What follows belongs to an exercise in optimizing a design on an open flow for small area, a short achievable clock period and few clock cycles; a production flow would make more cautious choices. No activity file was given, so power comes from the tool's default toggle rates.

==> flow/design.v <==
module twb_flash_engine (
    input  wire        clk,
    input  wire        rst,
    input  wire        cmd_valid,
    output wire        cmd_ready,
    input  wire        cmd_verify,       
    input  wire [15:0] cmd_length,       
    input  wire [15:0] cmd_start_page,
    input  wire [7:0]  cmd_page_size,    
    input  wire        buf_valid,
    output wire        buf_ready,
    input  wire [7:0]  buf_data,
    output wire        tx_valid,
    input  wire        tx_ready,
    output wire [7:0]  tx_data,
    output wire        tx_last,
    input  wire        ack_valid,
    output wire        ack_ready,
    input  wire        ack_ok,
    input  wire        rx_valid,
    output wire        rx_ready,
    input  wire [7:0]  rx_data,
    output reg         rsp_valid,
    output reg  [2:0]  rsp_status,
    output wire [15:0] rsp_page
);
    reg        st_idle, st_hdr, st_data, st_ack, st_read, st_fin;
    reg        verify;
    reg        first;        
    reg [7:0]  ps;
    reg [15:0] rem;          
    reg [7:0]  cnt;          
    reg [15:0] idx;          
    reg [15:0] addr;         
    reg [15:0] crc;          
    reg        mul;
    reg [7:0]  o_data;
    reg        o_valid, o_last;
    reg [7:0]  s_data;
    reg        s_valid;
    reg        tx_valid_q, buf_ready_q, rx_ready_q;
    wire [3:0] step  = crc[3:0];
    wire [1:0] h     = crc[5:4];
    wire       acarry = crc[8];
    reg        busy;         
    assign cmd_ready = ~busy;
    assign ack_ready = st_ack;
    assign tx_valid  = tx_valid_q;
    assign tx_data   = o_data;
    assign tx_last   = o_last;
    assign buf_ready = buf_ready_q;
    assign rx_ready  = rx_ready_q;
    assign rsp_page  = idx;
    wire cmd_fire = st_idle & cmd_valid;
    wire tx_fire  = tx_valid_q & tx_ready;
    wire rx_fire  = rx_ready_q & rx_valid;
    wire buf_fire = buf_ready_q & buf_valid;
    wire ack_fire = st_ack & ack_valid;
    wire hdr_fire = st_hdr & tx_fire;
    wire lo_fire  = hdr_fire & (h == 2'd3);
    wire consume  = (st_data & tx_fire) | rx_fire;
    wire end_w    = st_data & tx_fire & o_last;
    wire end_v    = rx_fire & o_last;
    wire rem_nz   = |rem;
    wire more     = rem_nz | s_valid;
    wire       rx_ff  = &rx_data;
    wire [7:0] d      = rx_ff ? 8'h00 : (rx_data ^ o_data);
    wire [7:0] x      = crc[7:0] ^ d;
    wire       par    = ^x;
    wire [15:0] crc_upd = {par, x[7] ^ par, x[7:2] ^ x[6:1], crc[15] ^ x[1] ^ x[0],
                           crc[14] ^ x[0], crc[13:9], crc[8] ^ par};
    wire       crc_z  = (crc == 16'h0000);
    wire cnt_nz    = |cnt;
    wire in_page   = st_data | st_read | st_ack | (st_hdr & (h == 2'd3));
    wire slot_free = ~o_valid | consume | lo_fire;
    wire src_avail = s_valid | buf_valid | ~rem_nz;
    wire load      = in_page & cnt_nz & slot_free & src_avail;
    wire [7:0] src = s_valid ? s_data : (rem_nz ? buf_data : 8'hFF);
    wire [7:0] add_a = mul ? cnt : addr[7:0];
    wire [7:0] add_b = (mul & ~addr[0]) ? 8'h00 : ps;
    wire [8:0] sum   = add_a + add_b;
    wire [7:0] hi_src = mul ? {cnt[0] ^ (addr[0] & ps[0]), addr[15:9]} : addr[15:8];
    wire adv_lo = hdr_fire & (h == 2'd2);
    wire adv_hi = st_hdr & (h == 2'd3) & acarry;
    wire adv    = hdr_fire & (h == 2'd0) & ~first;
    wire ok_w   = ack_fire & ack_ok & ~verify;
    wire adv_f  = st_fin & crc_z & more;
    wire ok_end = (ok_w & ~more) | (st_fin & crc_z & ~more) | abort;
    wire tr_end = ack_fire & ~ack_ok;
    wire ps_z   = (ps == 8'd0);
    wire abort  = st_hdr & mul & (step == 4'd0) & (ps_z | ~rem_nz);
    reg        n_idle, n_hdr, n_data, n_ack, n_read, n_fin;
    reg        n_mul;
    reg [7:0]  n_o;
    reg        n_ov, n_ol;
    reg        n_sv;
    reg [15:0] n_crc;
    always @(*) begin
        n_idle = st_idle | (st_fin & ~adv_f); n_hdr = st_hdr | adv_f; n_data = st_data; n_ack = st_ack;
        n_read = st_read; n_fin = 1'b0;
        if (cmd_fire) begin
            n_idle = 1'b0; n_hdr = 1'b1;
        end
        if (abort) begin
            n_idle = 1'b1; n_hdr = 1'b0;
        end
        if (lo_fire) begin
            n_hdr = 1'b0; n_data = ~verify; n_ack = verify;
        end
        if (end_w) begin
            n_data = 1'b0; n_ack = 1'b1;
        end
        if (ack_fire) begin
            n_ack  = 1'b0;
            n_read = ack_ok & verify;
            n_hdr  = ok_w & more;
            n_idle = ~ack_ok | (~verify & ~more);
        end
        if (end_v) begin
            n_read = 1'b0;
            n_fin  = 1'b1;
        end
        n_mul = cmd_fire | (mul & (step != 4'd15) & ~abort);
        n_o = o_data; n_ov = o_valid; n_ol = o_last;
        if (st_idle) begin
            n_o = 8'h02; n_ov = 1'b1; n_ol = 1'b0;
        end else if (st_hdr & (h != 2'd3)) begin
            if (tx_fire) begin
                case (h)
                    2'd0:    n_o = 8'h01;
                    2'd1:    n_o = hi_src;
                    default: begin n_o = addr[7:0]; n_ol = verify; end
                endcase
            end
        end else if (load) begin
            n_o = src; n_ov = 1'b1; n_ol = (cnt == 8'd1);
        end else if (consume & ~cnt_nz) begin
            n_o = 8'h02; n_ov = 1'b1; n_ol = 1'b0;
        end else if (consume | lo_fire) begin
            n_ov = 1'b0;
        end
        n_sv = st_idle ? 1'b0 : (s_valid ? ~load : (buf_fire & ~load));
        n_crc = 16'd0;
        if (st_read)
            n_crc = rx_fire ? crc_upd : crc;
        else if (st_hdr & ~lo_fire)
            n_crc = {crc[15:9], adv_lo & sum[8], crc[7:6], h + {1'b0, tx_fire},
                     step + {3'd0, mul}};
    end
    reg [15:0] rem_bz, idx_c;
    integer bi;
    always @(*) begin
        for (bi = 0; bi < 16; bi = bi + 1) begin
            rem_bz[bi] = ~|(rem & ((16'd1 << bi) - 16'd1));
            idx_c[bi]  = &(idx | ~((16'd1 << bi) - 16'd1));
        end
    end
    wire [15:0] rem_dec = rem ^ rem_bz;
    wire [15:0] idx_inc = idx ^ idx_c;
    wire n_rem_nz = cmd_fire ? 1'b0 : (buf_fire ? (rem != 16'd1) : rem_nz);
    always @(posedge clk) begin
        if (rst) begin
            st_idle     <= 1'b1;
            busy        <= 1'b0;
            st_hdr      <= 1'b0;
            st_data     <= 1'b0;
            st_ack      <= 1'b0;
            st_read     <= 1'b0;
            st_fin      <= 1'b0;
            mul         <= 1'b0;
            tx_valid_q  <= 1'b0;
            buf_ready_q <= 1'b0;
            rx_ready_q  <= 1'b0;
            rsp_valid   <= 1'b0;
        end else begin
            st_idle     <= n_idle;
            busy        <= ~n_idle;
            st_hdr      <= n_hdr;
            st_data     <= n_data;
            st_ack      <= n_ack;
            st_read     <= n_read;
            st_fin      <= n_fin;
            mul         <= n_mul;
            tx_valid_q  <= (n_hdr & (~n_mul | (n_crc[3:0] >= 4'd14))) | (n_data & n_ov);
            buf_ready_q <= ~n_idle & ~n_sv & n_rem_nz;
            rx_ready_q  <= n_read & n_ov;
            rsp_valid   <= abort | (ok_w & ~more) | tr_end | (st_fin & ~adv_f);
        end
        o_data  <= n_o;
        o_valid <= n_ov;
        o_last  <= n_ol;
        s_valid <= n_sv;
        crc     <= n_crc;
        if (cmd_fire)      addr <= cmd_start_page;
        else if (mul)      addr <= {sum[0], addr[15:1]};
        else if (adv_lo)   addr[7:0] <= sum[7:0];
        else if (adv_hi)   addr[15:8] <= addr[15:8] + 8'd1;
        if (cmd_fire)       rem <= cmd_length;
        else if (buf_fire)  rem <= rem_dec;
        if (cmd_fire) begin
            verify <= cmd_verify;
            ps     <= cmd_page_size;
        end
        if (cmd_fire)                    first <= 1'b1;
        else if (hdr_fire & (h == 2'd0)) first <= 1'b0;
        if (cmd_fire)        cnt <= 8'd0;
        else if (mul)        cnt <= sum[8:1];
        else if (st_hdr)     cnt <= (lo_fire & load) ? cnt - 8'd1 : ps;
        else if (load)       cnt <= cnt - 8'd1;
        if (buf_fire & ~(load & ~s_valid))
            s_data <= buf_data;
        if (cmd_fire)     idx <= cmd_start_page;
        else if (adv)     idx <= idx_inc;
        else if (ok_end)  idx <= 16'd0;
        if (abort)       rsp_status <= ps_z ? 3'd3 : 3'd0;
        else if (tr_end) rsp_status <= 3'd1;
        else if (st_fin) rsp_status <= crc_z ? 3'd0 : 3'd5;   
        else if (ok_w)   rsp_status <= 3'd0;
    end
endmodule
clock: 11.0 ns
lec_check: 0
cap_margin: 20
core_margin: 2
core_utilization: 40
slew_margin: 20
standard.sh (not shown) runs the stock make flow with config.mk's settings and CLKGATE_MAP_FILE= SYNTH_SCRIPT=/design/flow/synth_recipe.tcl, a recipe that flattens the netlist after the stock synthesis.
==> flow/flow/run.sh <==
#!/bin/bash
# Standard ORFS layout with small port buffers and a lighter clock tree.
set -euo pipefail
export BUFFER_PORTS_ARGS="-buffer_cell sky130_fd_sc_hd__buf_1"
export CTS_ARGS="-sink_clustering_enable -repair_clock_nets -dont_use_dummy_load -buf_list {sky130_fd_sc_hd__clkbuf_4 sky130_fd_sc_hd__clkbuf_8} -sink_clustering_size 24 -sink_clustering_max_diameter 80"
export SETUP_SLACK_MARGIN=7.5
bash standard.sh > standard.log 2>&1
Then changed:
--- a/flow/design.v
+++ b/flow/design.v
@@ -84,12 +84,13 @@
     wire adv_hi = st_hdr & (h == 2'd3) & acarry;
     wire adv    = hdr_fire & (h == 2'd0) & ~first;
     wire ok_w   = ack_fire & ack_ok & ~verify;
     wire adv_f  = st_fin & crc_z & more;
-    wire ok_end = (ok_w & ~more) | (st_fin & crc_z & ~more) | abort;
+    wire ok_end = (ok_w & ~more) | (st_fin & crc_z & ~more);
     wire tr_end = ack_fire & ~ack_ok;
-    wire ps_z   = (ps == 8'd0);
-    wire abort  = st_hdr & mul & (step == 4'd0) & (ps_z | ~rem_nz);
+    wire ps_z   = (cmd_page_size == 8'd0);
+    wire len_z  = (cmd_length == 16'd0);
+    wire start  = cmd_fire & ~ps_z & ~len_z;
     reg        n_idle, n_hdr, n_data, n_ack, n_read, n_fin;
     reg        n_mul;
     reg [7:0]  n_o;
     reg        n_ov, n_ol;
@@ -98,12 +99,9 @@
     always @(*) begin
         n_idle = st_idle | (st_fin & ~adv_f); n_hdr = st_hdr | adv_f; n_data = st_data; n_ack = st_ack;
         n_read = st_read; n_fin = 1'b0;
         if (cmd_fire) begin
-            n_idle = 1'b0; n_hdr = 1'b1;
-        end
-        if (abort) begin
-            n_idle = 1'b1; n_hdr = 1'b0;
+            n_idle = ~start; n_hdr = start;
         end
         if (lo_fire) begin
             n_hdr = 1'b0; n_data = ~verify; n_ack = verify;
         end
@@ -119,9 +117,9 @@
         if (end_v) begin
             n_read = 1'b0;
             n_fin  = 1'b1;
         end
-        n_mul = cmd_fire | (mul & (step != 4'd15) & ~abort);
+        n_mul = start | (mul & (step != 4'd15));
         n_o = o_data; n_ov = o_valid; n_ol = o_last;
         if (st_idle) begin
             n_o = 8'h02; n_ov = 1'b1; n_ol = 1'b0;
         end else if (st_hdr & (h != 2'd3)) begin
@@ -156,9 +154,9 @@
         end
     end
     wire [15:0] rem_dec = rem ^ rem_bz;
     wire [15:0] idx_inc = idx ^ idx_c;
-    wire n_rem_nz = cmd_fire ? 1'b0 : (buf_fire ? (rem != 16'd1) : rem_nz);
+    wire n_rem_nz = start ? 1'b1 : (buf_fire ? (rem != 16'd1) : rem_nz);
     always @(posedge clk) begin
         if (rst) begin
             st_idle     <= 1'b1;
             busy        <= 1'b0;
@@ -183,37 +181,37 @@
             mul         <= n_mul;
             tx_valid_q  <= (n_hdr & (~n_mul | (n_crc[3:0] >= 4'd14))) | (n_data & n_ov);
             buf_ready_q <= ~n_idle & ~n_sv & n_rem_nz;
             rx_ready_q  <= n_read & n_ov;
-            rsp_valid   <= abort | (ok_w & ~more) | tr_end | (st_fin & ~adv_f);
+            rsp_valid   <= (cmd_fire & ~start) | (ok_w & ~more) | tr_end | (st_fin & ~adv_f);
         end
         o_data  <= n_o;
         o_valid <= n_ov;
         o_last  <= n_ol;
         s_valid <= n_sv;
         crc     <= n_crc;
-        if (cmd_fire)      addr <= cmd_start_page;
+        if (start)         addr <= cmd_start_page;
         else if (mul)      addr <= {sum[0], addr[15:1]};
         else if (adv_lo)   addr[7:0] <= sum[7:0];
         else if (adv_hi)   addr[15:8] <= addr[15:8] + 8'd1;
-        if (cmd_fire)       rem <= cmd_length;
+        if (start)          rem <= cmd_length;
         else if (buf_fire)  rem <= rem_dec;
         if (cmd_fire) begin
             verify <= cmd_verify;
             ps     <= cmd_page_size;
         end
-        if (cmd_fire)                    first <= 1'b1;
+        if (start)                       first <= 1'b1;
         else if (hdr_fire & (h == 2'd0)) first <= 1'b0;
-        if (cmd_fire)        cnt <= 8'd0;
+        if (start)           cnt <= 8'd0;
         else if (mul)        cnt <= sum[8:1];
         else if (st_hdr)     cnt <= (lo_fire & load) ? cnt - 8'd1 : ps;
         else if (load)       cnt <= cnt - 8'd1;
         if (buf_fire & ~(load & ~s_valid))
             s_data <= buf_data;
-        if (cmd_fire)     idx <= cmd_start_page;
+        if (cmd_fire)     idx <= start ? cmd_start_page : 16'd0;
         else if (adv)     idx <= idx_inc;
         else if (ok_end)  idx <= 16'd0;
-        if (abort)       rsp_status <= ps_z ? 3'd3 : 3'd0;
+        if (cmd_fire)    rsp_status <= ps_z ? 3'd3 : 3'd0;
         else if (tr_end) rsp_status <= 3'd1;
         else if (st_fin) rsp_status <= crc_z ? 3'd0 : 3'd5;   
         else if (ok_w)   rsp_status <= 3'd0;
     end
Routed wire length rises by 0.88%. Synthesized cell count falls by 5.0%. Setup slack gets better by 29 ps. Power rises by 1.7%. Clock skew falls by 4.6 ps. Die area falls by 2.0%. Final cell count falls by 3.0%. Register-to-register slack gets worse by 160 ps. Critical path depth falls by 1. Non-clock buffer count falls by 3. Synthesized area falls by 2.1%. Core utilization stays flat.
Function was not checked in any run of this note: the RTL went through the layout flow alone.

## port drivers added, routing unchanged
No port has a modelled driver above. Below, the same layouts with a new extraction and two added sets of constraints. Step 1 assumes that a clkbuf_16 drives the clock port and a buf_2 every other input. Step 2, shift: input delay + t, output delay - t, t = (earliest + latest rising clock arrival at the registers) / 2. This alone moves slack from input paths to output paths. Slacks: no drivers / after step 1 / after step 2; pairs: no drivers / after step 1.
run	t (ns)	setup slack, ns	clock arrival spread, ns	worst register clock-pin slew, ns	worst slew at a driven data input, ns
the first run	0.478	7.490 / 7.476 / 6.999	0.030 / 0.031	0.07 / 0.07	0.05
the second run	0.474	7.519 / 7.536 / 7.062	0.025 / 0.026	0.08 / 0.08	0.04
After both steps setup and hold are still met in every run listed. The setup slack of the first run, which loses most, moves by -0.014 ns with the drivers and by -0.491 ns with both steps.
